Context: an optimization exercise on an open-source flow, tuned for small area, a short achievable clock period and few clock cycles per item. The choices shown serve that exercise and are no tape-out recipe. Only simulation tests tie the RTL to the original design; equivalence was not proved.

==> flow/design.v <==
module hsl_conv (
    input  wire       clk,
    input  wire       rst,
    input  wire       in_valid,
    output wire       in_ready,
    input  wire [7:0] in_r,
    input  wire [7:0] in_g,
    input  wire [7:0] in_b,
    output reg        out_valid,
    output reg  [8:0] out_hue,
    output reg  [9:0] out_sat,
    output reg  [9:0] out_light
);
    localparam [11:0] CUT = 12'b000010001001;    
    assign in_ready = 1'b1;
    reg       v0;
    reg [7:0] r0, g0, b0;
    always @(posedge clk) begin
        if (rst) v0 <= 1'b0;
        else     v0 <= in_valid;
        r0 <= in_r;
        g0 <= in_g;
        b0 <= in_b;
    end
    wire        v_a   [0:11], v   [0:11];
    wire [8:0]  s_a   [0:0],  s   [0:0];     
    wire [1:0]  lf_a  [1:11], lf  [1:11];    
    wire [7:0]  d_a   [0:1],  d   [0:1];
    wire [7:0]  e_a   [0:1],  e   [0:1];
    wire [2:0]  sec_a [0:6],  sec [0:6];     
    wire [7:0]  sR_a  [1:11], sR  [1:11];    
    wire [9:0]  sNQ_a [1:11], sNQ [1:11];    
    wire [7:0]  sD_a  [1:11], sD  [1:11];    
    wire [7:0]  hR_a  [1:6],  hR  [1:6];
    wire [5:0]  hNQ_a [1:6],  hNQ [1:6];
    wire [7:0]  hD_a  [1:6],  hD  [1:6];
    wire [8:0]  hue_a [7:11], hue [7:11];    
    function [8:0] add8(input [7:0] a, input [7:0] b, input ci);
        integer i;
        reg c;
        begin
            c = ci;
            for (i = 0; i < 8; i = i + 1) begin
                add8[i] = a[i] ^ b[i] ^ c;
                c = (a[i] & b[i]) | ((a[i] | b[i]) & c);
            end
            add8[8] = c;
        end
    endfunction
    wire rg = (r0 >= g0);
    wire rb = (r0 >= b0);
    wire gb = (g0 >= b0);
    wire maxr = rg & rb;
    wire maxg = ~maxr & gb;
    wire pos  = maxr ? gb : (maxg ? ~rb : rg);
    wire [7:0] M = maxr ? r0 : (maxg ? g0 : b0);
    wire [7:0] Y = maxr ? g0 : (maxg ? b0 : r0);
    wire [7:0] Z = maxr ? b0 : (maxg ? r0 : g0);
    wire [7:0] mid = pos ? Y : Z;
    wire [7:0] mn  = pos ? Z : Y;
    wire [8:0] xd = add8(M, ~mn, 1'b1);
    wire [8:0] xe = add8(mid, ~mn, 1'b1);
    wire [8:0] xs = add8(M, mn, 1'b0);
    assign v_a[0]   = v0;
    assign d_a[0]   = xd[7:0];
    assign e_a[0]   = xe[7:0];
    assign s_a[0]   = xs;
    assign sec_a[0] = {maxr, maxg, pos};
    wire [8:0]  s1   = s[0];
    wire [7:0]  d1   = d[0];
    wire [7:0]  e1   = e[0];
    wire        pos1 = sec[0][0];
    wire [7:0]  D    = s1[8] ? ~s1[7:0] - 8'd1 : s1[7:0];    
    wire [17:0] Ns   = {d1, 10'd0} - {d1, 4'd0} - {d1, 3'd0} + D[7:1];
    wire [7:0]  dn   = d1 - {7'd0, ~pos1};
    wire [13:0] Nh   = {e1, 6'd0} - {e1, 2'd0} + dn[7:1];
    assign v_a[1]   = v[0];
    assign lf_a[1]  = {s1[8], D == 8'd0};
    assign d_a[1]   = d1;
    assign e_a[1]   = e1;
    assign sec_a[1] = sec[0];
    assign sR_a[1]  = Ns[17:10];
    assign sNQ_a[1] = Ns[9:0];
    assign sD_a[1]  = {D[7:1], D[0] | (D == 8'd0)};
    assign hR_a[1]  = Nh[13:6];
    assign hNQ_a[1] = Nh[5:0];
    assign hD_a[1]  = {d1[7:1], d1[0] | (d1 == 8'd0)};
    genvar k;
    generate
        for (k = 2; k <= 11; k = k + 1) begin : step
            wire [8:0] sT  = {sR[k-1], sNQ[k-1][9]};
            wire [7:0] sDv = sD[k-1];
            reg  [8:0] sb;                        
            integer j;
            always @(*) begin
                sb[0] = 1'b0;
                for (j = 0; j < 8; j = j + 1)
                    sb[j+1] = (~sT[j] & sDv[j]) | ((~sT[j] | sDv[j]) & sb[j]);
            end
            wire       sge = sT[8] | ~sb[8];      
            assign sR_a[k]  = sT[7:0] ^ ({8{sge}} & (sDv ^ sb[7:0]));
            assign sNQ_a[k] = {sNQ[k-1][8:0], sge};
            assign sD_a[k]  = sD[k-1];
            assign v_a[k]   = v[k-1];
            assign lf_a[k]  = lf[k-1];
            if (k <= 7) begin : h
                wire [8:0] hT  = {hR[k-1], hNQ[k-1][5]};
                wire [7:0] hDv = hD[k-1];
                reg  [8:0] hb;                    
                integer j;
                always @(*) begin
                    hb[0] = 1'b0;
                    for (j = 0; j < 8; j = j + 1)
                        hb[j+1] = (~hT[j] & hDv[j]) | ((~hT[j] | hDv[j]) & hb[j]);
                end
                wire       hge = hT[8] | ~hb[8];  
                wire [7:0] hRn = hT[7:0] ^ ({8{hge}} & (hDv ^ hb[7:0]));
                wire [5:0] hNn = {hNQ[k-1][4:0], hge};
                wire [2:0] sc  = sec[k-1];
                if (k < 7) begin : mid_
                    assign hR_a[k]  = hRn;
                    assign hNQ_a[k] = hNn;
                    assign hD_a[k]  = hD[k-1];
                    assign sec_a[k] = sc;
                end else begin : last
                    assign hue_a[k] = {sc, hNn};    
                end
            end else begin : hp
                assign hue_a[k] = hue[k-1];
            end
        end
        for (k = 0; k <= 11; k = k + 1) begin : pipe
            if (CUT[k]) begin : r
                reg v_q;
                always @(posedge clk) begin
                    if (rst) v_q <= 1'b0;
                    else     v_q <= v_a[k];
                end
                assign v[k] = v_q;
            end else begin : w
                assign v[k] = v_a[k];
            end
            if (k == 0) begin : s0
                if (CUT[k]) begin : r
                    reg [8:0] q;
                    always @(posedge clk) q <= s_a[k];
                    assign s[k] = q;
                end else begin : w
                    assign s[k] = s_a[k];
                end
            end else begin : lg
                if (CUT[k]) begin : r
                    reg [1:0] q;
                    always @(posedge clk) q <= lf_a[k];
                    assign lf[k] = q;
                end else begin : w
                    assign lf[k] = lf_a[k];
                end
            end
            if (k <= 1) begin : de
                if (CUT[k]) begin : r
                    reg [7:0] dq, eq;
                    always @(posedge clk) begin dq <= d_a[k]; eq <= e_a[k]; end
                    assign d[k] = dq; assign e[k] = eq;
                end else begin : w
                    assign d[k] = d_a[k]; assign e[k] = e_a[k];
                end
            end
            if (k <= 6) begin : sc
                if (CUT[k]) begin : r
                    reg [2:0] q;
                    always @(posedge clk) q <= sec_a[k];
                    assign sec[k] = q;
                end else begin : w
                    assign sec[k] = sec_a[k];
                end
            end
            if (k >= 1) begin : sd
                if (CUT[k]) begin : r
                    reg [7:0] rq, dq;
                    reg [9:0] nq;
                    always @(posedge clk) begin rq <= sR_a[k]; nq <= sNQ_a[k]; dq <= sD_a[k]; end
                    assign sR[k] = rq; assign sD[k] = dq;
                    if (k <= 8) begin : rb
                        wire [9:0] msk = 10'b0000000111 << (k - 1);
                        wire [9:0] ins = {7'd0, dq[3:1]} << (k - 1);
                        assign sNQ[k] = (nq & ~msk) | ins;
                    end else begin : kb
                        assign sNQ[k] = nq;
                    end
                end else begin : w
                    assign sR[k] = sR_a[k]; assign sNQ[k] = sNQ_a[k]; assign sD[k] = sD_a[k];
                end
            end
            if (k >= 1 && k <= 6) begin : hd
                if (CUT[k]) begin : r
                    reg [7:0] rq, dq;
                    reg [5:0] nq;
                    always @(posedge clk) begin rq <= hR_a[k]; nq <= hNQ_a[k]; dq <= hD_a[k]; end
                    assign hR[k] = rq; assign hNQ[k] = nq; assign hD[k] = dq;
                end else begin : w
                    assign hR[k] = hR_a[k]; assign hNQ[k] = hNQ_a[k]; assign hD[k] = hD_a[k];
                end
            end
            if (k >= 7) begin : hu
                if (CUT[k] && k < 11) begin : r
                    reg [8:0] q;
                    always @(posedge clk) q <= hue_a[k];
                    assign hue[k] = q;
                end else begin : w
                    assign hue[k] = hue_a[k];
                end
            end
        end
    endgenerate
    wire [1:0]  lfe = lf_a[11];
    wire [7:0]  Dl  = {sD_a[11][7:1], sD_a[11][0] & ~lfe[0]};    
    wire [16:0] lt  = {Dl, 8'd0} + {Dl, 6'd0} + Dl + 17'd4136;
    wire [9:0]  L   = {1'b0, Dl, 1'b0} - lt[16:13];
    wire [9:0]  light = lfe[1] ? 10'd1000 - L : L;
    wire [2:0] sc   = hue_a[11][8:6];
    wire [5:0] hq   = hue_a[11][5:0];
    wire [8:0] base = sc[2] ? (sc[0] ? 9'd0 : 9'd360) : (sc[1] ? 9'd120 : 9'd240);
    wire [8:0] hsum = sc[0] ? base + {3'd0, hq} : base - {3'd0, hq};
    wire [8:0] hue_o = (hsum == 9'd360) ? 9'd0 : hsum;
    always @(posedge clk) begin
        if (rst) out_valid <= 1'b0;
        else     out_valid <= v_a[11];
        out_hue   <= hue_o;
        out_sat   <= sNQ_a[11];
        out_light <= light;
    end
endmodule
Settings: LEC_CHECK=0, ABC_AREA=1, CAP_MARGIN=20, CORE_MARGIN=2, CORE_UTILIZATION=40, SLEW_MARGIN=20; clock period 35.0 ns.
standard.sh (not shown) runs the stock make flow with config.mk's settings and CLKGATE_MAP_FILE= SYNTH_SCRIPT=/design/flow/synth_recipe.tcl, a recipe that flattens the netlist after the stock synthesis.
==> flow/flow/run.sh <==
#!/bin/bash
# The standard layout (the standard.sh: ORFS synthesis through finish),
# with the port buffers that ORFS inserts at global placement made plain
# buf_2 cells instead of the default delay-cell buffers.
set -euo pipefail
bash standard.sh BUFFER_PORTS_ARGS="-buffer_cell sky130_fd_sc_hd__buf_2" finish > make_finish.log 2>&1
The starting point completed without violations.
Testbench counts at the start, summed over its fixed seeds: cycles 8,040, items 8,000.
Rerun with:
--- a/flow/design.v
+++ b/flow/design.v
@@ -34,20 +34,8 @@
     wire [7:0]  hR_a  [1:6],  hR  [1:6];
     wire [5:0]  hNQ_a [1:6],  hNQ [1:6];
     wire [7:0]  hD_a  [1:6],  hD  [1:6];
     wire [8:0]  hue_a [7:11], hue [7:11];    
-    function [8:0] add8(input [7:0] a, input [7:0] b, input ci);
-        integer i;
-        reg c;
-        begin
-            c = ci;
-            for (i = 0; i < 8; i = i + 1) begin
-                add8[i] = a[i] ^ b[i] ^ c;
-                c = (a[i] & b[i]) | ((a[i] | b[i]) & c);
-            end
-            add8[8] = c;
-        end
-    endfunction
     wire rg = (r0 >= g0);
     wire rb = (r0 >= b0);
     wire gb = (g0 >= b0);
     wire maxr = rg & rb;
@@ -57,15 +45,12 @@
     wire [7:0] Y = maxr ? g0 : (maxg ? b0 : r0);
     wire [7:0] Z = maxr ? b0 : (maxg ? r0 : g0);
     wire [7:0] mid = pos ? Y : Z;
     wire [7:0] mn  = pos ? Z : Y;
-    wire [8:0] xd = add8(M, ~mn, 1'b1);
-    wire [8:0] xe = add8(mid, ~mn, 1'b1);
-    wire [8:0] xs = add8(M, mn, 1'b0);
     assign v_a[0]   = v0;
-    assign d_a[0]   = xd[7:0];
-    assign e_a[0]   = xe[7:0];
-    assign s_a[0]   = xs;
+    assign d_a[0]   = M - mn;
+    assign e_a[0]   = mid - mn;
+    assign s_a[0]   = {1'b0, M} + {1'b0, mn};
     assign sec_a[0] = {maxr, maxg, pos};
     wire [8:0]  s1   = s[0];
     wire [7:0]  d1   = d[0];
     wire [7:0]  e1   = e[0];
@@ -88,34 +73,20 @@
     genvar k;
     generate
         for (k = 2; k <= 11; k = k + 1) begin : step
             wire [8:0] sT  = {sR[k-1], sNQ[k-1][9]};
-            wire [7:0] sDv = sD[k-1];
-            reg  [8:0] sb;                        
-            integer j;
-            always @(*) begin
-                sb[0] = 1'b0;
-                for (j = 0; j < 8; j = j + 1)
-                    sb[j+1] = (~sT[j] & sDv[j]) | ((~sT[j] | sDv[j]) & sb[j]);
-            end
-            wire       sge = sT[8] | ~sb[8];      
-            assign sR_a[k]  = sT[7:0] ^ ({8{sge}} & (sDv ^ sb[7:0]));
+            wire [8:0] sDf = sT - {1'b0, sD[k-1]};
+            wire       sge = ~sDf[8];
+            assign sR_a[k]  = sge ? sDf[7:0] : sT[7:0];
             assign sNQ_a[k] = {sNQ[k-1][8:0], sge};
             assign sD_a[k]  = sD[k-1];
             assign v_a[k]   = v[k-1];
             assign lf_a[k]  = lf[k-1];
             if (k <= 7) begin : h
                 wire [8:0] hT  = {hR[k-1], hNQ[k-1][5]};
-                wire [7:0] hDv = hD[k-1];
-                reg  [8:0] hb;                    
-                integer j;
-                always @(*) begin
-                    hb[0] = 1'b0;
-                    for (j = 0; j < 8; j = j + 1)
-                        hb[j+1] = (~hT[j] & hDv[j]) | ((~hT[j] | hDv[j]) & hb[j]);
-                end
-                wire       hge = hT[8] | ~hb[8];  
-                wire [7:0] hRn = hT[7:0] ^ ({8{hge}} & (hDv ^ hb[7:0]));
+                wire [8:0] hDf = hT - {1'b0, hD[k-1]};
+                wire       hge = ~hDf[8];
+                wire [7:0] hRn = hge ? hDf[7:0] : hT[7:0];
                 wire [5:0] hNn = {hNQ[k-1][4:0], hge};
                 wire [2:0] sc  = sec[k-1];
                 if (k < 7) begin : mid_
                     assign hR_a[k]  = hRn;
=> The new run finished clean; final area rises by 15%; routed wire length rises by 29%; utilization falls by 0.20 points; fmax stays flat; count of clock-buffer cells in the layout falls by 5; die area rises by 15%; cell count rises by 12%; synthesized area rises by 16%.
Testbench counts after the change, summed over its fixed seeds: cycles 8,040, items 8,000.

separate check: timing with driven ports:
The flow's constraints put no driver on any port. The routed layouts listed below were extracted and timed again, unchanged, in two steps. Step 1, drivers: a clkbuf_16 drives clk and a buf_2 each remaining input, both assumed. Step 2 times the ports against the registers' clock, not the clock port: input delays grow and output delays shrink by t, the midpoint of the rising clock arrivals with the driver on. Three values: no drivers, after step 1, after step 2; two values: the first two.
run | t (ns) | slack for setup (ns) | latest minus earliest clock arrival (ns)
the first run | 0.481 | 27.127 / 27.078 / 27.560 | 0.015 / 0.015
the second run | 0.497 | 27.106 / 27.054 / 27.325 | 0.014 / 0.013
After both steps setup and hold are still met in every run listed.
